Context: an optimization exercise on an open-source flow, tuned for small area, a short achievable clock period and few clock cycles. The choices shown serve that exercise and are no tape-out recipe.
In this exercise RTL edits were held to simulation tests only and were not proved equivalent to the original.
Power is estimated from default activity; no workload was simulated.

==> inputs of job 5436 <==
// mcb_core
module mcb_core #(
    parameter EDGE_DEPTH = 32,              
    parameter AW         = 5                
) (
    input  wire        clk,
    input  wire        rst,
    input  wire        cmd_valid,
    output wire        cmd_ready,
    input  wire [63:0] cmd_data,
    output wire        evt_valid,
    input  wire        evt_ready,
    output wire [63:0] evt_data,
    output wire        irq
);
    localparam [1:0] LV_LOW = 2'd0, LV_MID = 2'd1, LV_HIGH = 2'd2;
    localparam [1:0] CH_EMPTY = 2'd0, CH_OPEN = 2'd1, CH_CLOSED = 2'd2, CH_FAILED = 2'd3;
    localparam [2:0] AS_IDLE = 3'd0, AS_LEN = 3'd1, AS_DATA = 3'd2, AS_SUM = 3'd3, AS_END = 3'd4;
    localparam [3:0] OP_NOP = 4'h0, OP_SAMPLE = 4'h1, OP_CLOSE = 4'h2, OP_QUERY = 4'h3,
                     OP_DECODE = 4'h4, OP_ASM_BYTE = 4'h5, OP_ASM_CLEAR = 4'h6,
                     OP_EDGE_RD = 4'h7, OP_CSR_RD = 4'h8, OP_CSR_WR = 4'h9, OP_CLEAR = 4'hA;
    localparam [7:0] E_ILLEGAL_OP = 8'h01, E_RSVD_NONZERO = 8'h02, E_BAD_LEVEL = 8'h03,
                     E_CH_NOT_OPEN = 8'h04, E_OUT_OF_ORDER = 8'h05, E_EMPTY_CHANNEL = 8'h06,
                     E_EDGE_OVERFLOW = 8'h07, E_NOT_READY = 8'h08, E_NOT_CONFIGURED = 8'h09,
                     E_BAD_CSR = 8'h0A, E_CSR_READ_ONLY = 8'h0B, E_BAD_CSR_VALUE = 8'h0C,
                     E_INDEX_RANGE = 8'h0D, E_ASM_TIME_ORDER = 8'h0E;
    localparam [1:0] ST_IDLE = 2'd0, ST_DEC = 2'd2;
  ...
make LEC_CHECK=0 ABC_AREA=1 CAP_MARGIN=30 CORE_MARGIN=2 CORE_UTILIZATION=50 CTS_CLUSTER_DIAMETER=60 CTS_CLUSTER_SIZE=30 SETUP_SLACK_MARGIN=5 SLEW_MARGIN=30 finish   # period 12.0 ns
run.sh (not shown) runs the stock make flow with config.mk's settings and CLKGATE_MAP_FILE= SYNTH_SCRIPT=/design/flow/synth_recipe.tcl, a recipe that flattens the netlist after the stock synthesis.
==> inputs of job 4469, as changes to job 5436 <==
--- a/flow/design.v
+++ b/flow/design.v
@@ -529,12 +529,15 @@
                 case (em)
                     EM_HDR:  ev_data = {4'h5, f_type, f_marker, f_len, f_sum, f_start};
                     EM_DATA: ev_data = {4'h6, 44'd0, f_ptr, fd};
                     default: ev_data = {4'h7, 20'd0, a_v, bytes_scanned};
                 endcase
             end
+        end else if (a_pend && as_emit) begin
+            ev_push = ev_room;
+            ev_data = {4'h5, f_type, f_marker, f_len, f_sum, f_start};
         end else begin
             case (st)
                 ST_IDLE: if (exec) begin
                     if (!ok) begin
                         ev_push = ctrl[2];
                         ev_data = {4'hE, op, err_code, w_t};
@@ -954,13 +957,14 @@
                         if (frame_ok) begin
                             frames_found <= inc32(frames_found);
                             isr[5]       <= 1'b1;
                             if (ctrl[1]) begin
                                 bytes_scanned <= bytes_scanned;
                                 f_ptr         <= 8'd0;
-                                em            <= EM_HDR;
+                                em            <= !ev_room ? EM_HDR :
+                                                 (f_len == 8'd0) ? EM_END : EM_DATA;
                             end
                         end else begin
                             frames_dropped <= inc32(frames_dropped);
                             isr[6]         <= 1'b1;
                         end
                     end
- CORE_UTILIZATION: 50 -> 40
==> summary of the runs <==
- Job 5436 ran to the end with no violations. Job 4469 completed without violations.
- Clock skew is about the same in job 5436 and job 4469.
- Against job 5436, the combinational power of job 4469 is smaller by about 7%.
- Between job 4469 and job 5436, the lower register-to-register slack is in job 5436 (gap 0.07 ns).
- In job 4469 the count of clock-buffer cells in the layout is lower than in job 5436, by 4.
Testbench counts of job 5436, summed over its fixed seeds: cycles 6,997.
Testbench counts of job 4469, summed over its fixed seeds: cycles 6,978.

---

==> job 6997: inputs <==
mcb_core, a different RTL version from the one above (not shown whole).
export LEC_CHECK = 0
export CAP_MARGIN = 30
export CORE_MARGIN = 2
export CORE_UTILIZATION = 40
export SETUP_SLACK_MARGIN = 4
export SLEW_MARGIN = 30
create_clock -name core_clock -period 12.0 [get_ports {clk}]
==> inputs of job 802, as changes to job 6997 <==
--- a/flow/design.v
+++ b/flow/design.v
@@ -100,17 +100,16 @@
     reg  [1:0]  cur0;            
     reg  [AW:0] p1n;             
     reg  [1:0]  cur1;
     reg  [47:0] c1e_t;           
     reg  [1:0]  c1e_l;
     reg         c1e_ok;          
     reg  [1:0]  d_adv;           
-    reg  [47:0] a_t;
     reg  [7:0]  a_v;
-    reg         a_dir;
+    reg         a_ddir;          
     reg         a_pend;          
     reg         a_big;           
     function [49:0] add50;
         input [49:0] a;
         input [49:0] b;
         input        cin;
         reg   [49:0] p, gg, pp, c;
@@ -359,14 +358,18 @@
     end
     wire ok = (err_code == 8'h00);
     wire            smp_ok  = exec && ok && (op == OP_SAMPLE);
     wire [AW-1:0]   smp_idx = (c_state == CH_EMPTY) ? {AW{1'b0}} : c_count[AW-1:0];
     wire            smp_two = (c_state != CH_EMPTY) && smp_trans && !c_prev_rec;
     wire            mem_we  = smp_ok && ((c_state == CH_EMPTY) || smp_trans || !c_count[AW]);
     wire [AW-1:0]   mem_idx = smp_idx + smp_two;
+    reg             wb_v;
+    reg             wb_ch;
+    reg  [AW-1:0]   wb_idx;
+    wire [49:0]     wb_d    = {ch_last_l[wb_ch], ch_last_t[wb_ch]};
     wire [49:0] qe0 = w_ch ? b1_0 : b0_0;
     wire [49:0] qe1 = w_ch ? b1_1 : b0_1;
     wire [49:0] qe2 = w_ch ? b1_2 : b0_2;
     wire [4:0]  q_b = {q_r[2:0], 2'b00};
     wire        qh0 = ({1'b0, q_b}        < c_count) && le50({2'b00, qe0[47:0]}, {2'b00, w_t});
     wire        qh1 = ({1'b0, q_b} + 6'd1 < c_count) && le50({2'b00, qe1[47:0]}, {2'b00, w_t});
     wire        qh2 = ({1'b0, q_b} + 6'd2 < c_count) && le50({2'b00, qe2[47:0]}, {2'b00, w_t});
@@ -382,18 +385,20 @@
             4'd6:    q_lp = w_ch ? emem1[23][49:48] : emem0[23][49:48];
             4'd7:    q_lp = w_ch ? emem1[27][49:48] : emem0[27][49:48];
             default: q_lp = w_ch ? emem1[31][49:48] : emem0[31][49:48];
         endcase
     end
     wire [1:0]  q_lvl = q_r[3] ? q_lp : qh2 ? qe2[49:48] : qh1 ? qe1[49:48] : qh0 ? qe0[49:48] : q_lp;
     wire [7:0]  qc_nxt;
+    wire        qc_fwd = le50({2'b00, wb_d[47:0]}, {2'b00, cmd_data[47:0]});
     generate
         for (gk = 0; gk < 8; gk = gk + 1) begin : g_qc
             wire [47:0] et = cmd_data[59] ? emem1[4 * gk + 3][47:0] : emem0[4 * gk + 3][47:0];
-            assign qc_nxt[gk] = le50({2'b00, et}, {2'b00, cmd_data[47:0]});
+            wire        fw = wb_v && (wb_ch == cmd_data[59]) && (wb_idx == 4 * gk + 3);
+            assign qc_nxt[gk] = fw ? qc_fwd : le50({2'b00, et}, {2'b00, cmd_data[47:0]});
         end
     endgenerate
     wire [48:0] uh1  = du1[49:1];
     wire [48:0] uh2  = du2[49:1];           
     wire        v0   = (q  < ch_count[0]);
     wire        v1   = (q1 < ch_count[0]);
     wire        v2   = (q2 < ch_count[0]);
@@ -452,15 +457,15 @@
     wire [49:0] u_second = add50({1'b0, w_s, 1'b0}, {15'd0, bt5}, 1'b0);
     wire [49:0] bt2      = {17'd0, bit_ticks, 1'b0};
     wire [49:0] bt4      = {16'd0, bit_ticks, 2'b0};
     wire [47:0] big_t     = (st == ST_DEC) ? d_s : w_t;
     wire [49:0] big_gx    = add50({2'b00, big_t}, {2'b11, ~as_prev_t}, 1'b1);
     wire [47:0] big_gap   = big_gx[47:0];
     wire        big_now   = !le50({2'b00, big_gap}, {2'b00, tol});
-    wire        as_resync = as_have_prev && (a_big || (a_dir != as_prev_dir));
+    wire        as_resync = as_have_prev && (a_big || a_ddir);
     wire [2:0]  as_cur    = as_resync ? AS_IDLE : as_state;
     reg         mk_hit;
     reg  [3:0]  mk_hit_type;
     integer     m;
     always @(*) begin
         mk_hit = 1'b0;
         mk_hit_type = 4'd0;
@@ -536,14 +541,15 @@
     integer i;
     always @(posedge clk) begin
         if (rst) begin
             st           <= ST_IDLE;
             em           <= EM_NONE;
             a_pend       <= 1'b0;
             w_v          <= 1'b0;
+            wb_v         <= 1'b0;
             evt_valid_q  <= 1'b0;
             sk_v         <= 1'b0;
             ctrl         <= 3'b111;
             bit_ticks    <= 32'd0;
             bt3          <= 34'd0;
             bt5          <= 35'd0;
             data_bits    <= 4'd8;
@@ -605,17 +611,20 @@
                     mul_ph <= mul_ph + 1'b1;
                     mul_i  <= 4'd3;
                     if (mul_ph == 2'd2) mul_busy <= 1'b0;
                 end else begin
                     mul_i <= mul_i - 1'b1;
                 end
             end
-            if (mem_we) begin
-                if (w_ch) emem1[mem_idx] <= {w_lvl, w_t};
-                else      emem0[mem_idx] <= {w_lvl, w_t};
+            wb_v   <= mem_we;
+            wb_ch  <= w_ch;
+            wb_idx <= mem_idx;
+            if (wb_v) begin
+                if (wb_ch) emem1[wb_idx] <= wb_d;
+                else       emem0[wb_idx] <= wb_d;
             end
             if (exec) begin
                 if (!ok) begin
                     last_err <= {op, err_code};
                     isr[0]   <= 1'b1;
                     if (err_fatal) begin
                         ch_state[w_ch] <= CH_FAILED;
@@ -670,18 +679,19 @@
                             p1n             <= 0;
                             cur1            <= LV_HIGH;
                             c1_pend         <= 1'b0;
                             c1e_ok          <= 1'b0;
                             st              <= ST_DEC;
                         end
                         OP_ASM_BYTE: begin
-                            a_t    <= w_t;
+                            as_prev_t   <= w_t;
+                            as_prev_dir <= w_ch;
+                            a_ddir <= (w_ch != as_prev_dir);
                             a_big  <= big_now;
                             a_v    <= w_val;
-                            a_dir  <= w_ch;
                             a_pend <= 1'b1;
                         end
                         OP_ASM_CLEAR: begin
                             as_state        <= AS_IDLE;
                             as_have_prev    <= 1'b0;
                             bytes_scanned   <= 32'd0;
                             frames_found    <= 32'd0;
@@ -791,18 +801,19 @@
                             ambig_count <= inc32(ambig_count);
                             isr[3]      <= 1'b1;
                         end
                         if (lp0_f == LV_HIGH) begin
                             bit0_count <= inc32(bit0_count);
                             isr[4]     <= 1'b1;
                         end
-                        a_t    <= d_s;
+                        as_prev_t   <= d_s;
+                        as_prev_dir <= dir_b_f;
+                        a_ddir <= (dir_b_f != as_prev_dir);
                         a_big  <= big_now;
                         a_v    <= val_f;
-                        a_dir  <= dir_b_f;
                         a_pend <= 1'b1;
                         prev_hi <= (lv_fin == LV_HIGH);
                         d_bit   <= 1'b0;
                         d_hold  <= !adv_nxt[1];
                     end else if (r_two) begin
                         d_bi <= d_bi + 4'd2;
                         du1  <= du_a;
@@ -858,16 +869,14 @@
             if (a_pend) begin
                 a_pend <= 1'b0;
                 if (as_resync && as_state != AS_IDLE) begin
                     resync_discards <= inc32(resync_discards);
                     isr[7]          <= 1'b1;
                 end
                 as_have_prev  <= 1'b1;
-                as_prev_t     <= a_t;
-                as_prev_dir   <= a_dir;
                 bytes_scanned <= inc32(bytes_scanned);
                 case (as_cur)
                     AS_IDLE: begin
                         as_state <= AS_IDLE;
                         if (mk_hit) begin
                             f_marker <= a_v;
                             f_type   <= mk_hit_type;
==> flow/config.mk (replaced) <==
export PLATFORM = sky130hd
export DESIGN_NAME = mcb_core
export DESIGN_NICKNAME = mcb_core
export VERILOG_FILES = /design/flow/design.v
export SDC_FILE = /design/flow/constraint.sdc
export NUM_CORES = 8
export LEC_CHECK = 0
export ABC_AREA = 1
export CAP_MARGIN = 30
export CORE_MARGIN = 2
export CORE_UTILIZATION = 45
export CTS_CLUSTER_DIAMETER = 60
export CTS_CLUSTER_SIZE = 30
export SETUP_SLACK_MARGIN = 5
export SLEW_MARGIN = 30
==> comparison table <==
|  | job 802 | job 6997 |
|---|---|---|
| Number of nets in the finished design | 33100 | 26300 |
| Routed length on met2 | 656 mm | 666 mm |
| Reg-to-reg endpoint | evt_data_q[3] | evt_data_q[1] |
| Fraction of area in clock buffers and inverters | 5.51% | 6.65% |
| Filler cells | 64900 | 70400 |
| Fraction of power consumed by the clock network | 38.1% | 42.2% |
| Setup WS pre-CTS | 2.71 ns | 2.25 ns |
| Tightest Pin Transition | 1.26 ns | 1.31 ns |
| Number of tap instances | 9577 | 10600 |
| Num CTS Buffers | 579 | 752 |
| Minimum hold slack | 0.436 ns | 0.440 ns |
| Hold path startpoint | frames_dropped[19] | a_t[26] |
| Result of the run | finished clean | finished clean |
| Yosys cell types | 98 | 106 |
| Combinational cell fraction of total power | 14.0% | 11.4% |
| Largest net degree at the start of global routing | 189 | 147 |
Testbench counts of job 6997, summed over its fixed seeds: cycles 7,185.
Testbench counts of job 802, summed over its fixed seeds: cycles 7,185.

## static timing again, ports no longer ideal
The results above use ideal ports. As a check the final layouts listed here were re-extracted and re-timed, cells and wires unchanged. Step 1 (the two cells are an assumption about what drives the block):
set clk [get_ports {clk}]
set_driving_cell -lib_cell sky130_fd_sc_hd__clkbuf_16 $clk
set_driving_cell -lib_cell sky130_fd_sc_hd__buf_2 [delete_from_list [all_inputs] $clk]
Step 2, shift: input delay + t, output delay - t, t = (earliest + latest rising clock arrival at the registers) / 2. This alone moves slack from input paths to output paths. Slacks: ideal / step 1 / step 2; pairs: ideal / step 1.
run | t, ns | setup slack, ns | hold slack, ns | cell pins on the clock port's net
job 5436 | 1.288 | 4.507 / 4.507 / 3.721 | 0.462 / 0.462 / 0.462 | 1
job 4469 | 1.313 | 4.579 / 4.579 / 3.574 | 0.454 / 0.454 / 0.454 | 1
job 6997 | 1.349 | 3.424 / 3.424 / 2.579 | 0.440 / 0.440 / 0.440 | 1
job 802 | 1.361 | 4.715 / 4.715 / 3.849 | 0.436 / 0.436 / 0.436 | 1
After both steps every run listed still meets setup and hold. The setup slack of job 4469, which loses most, moves by 0.000 ns with the drivers and by -1.005 ns with both steps.
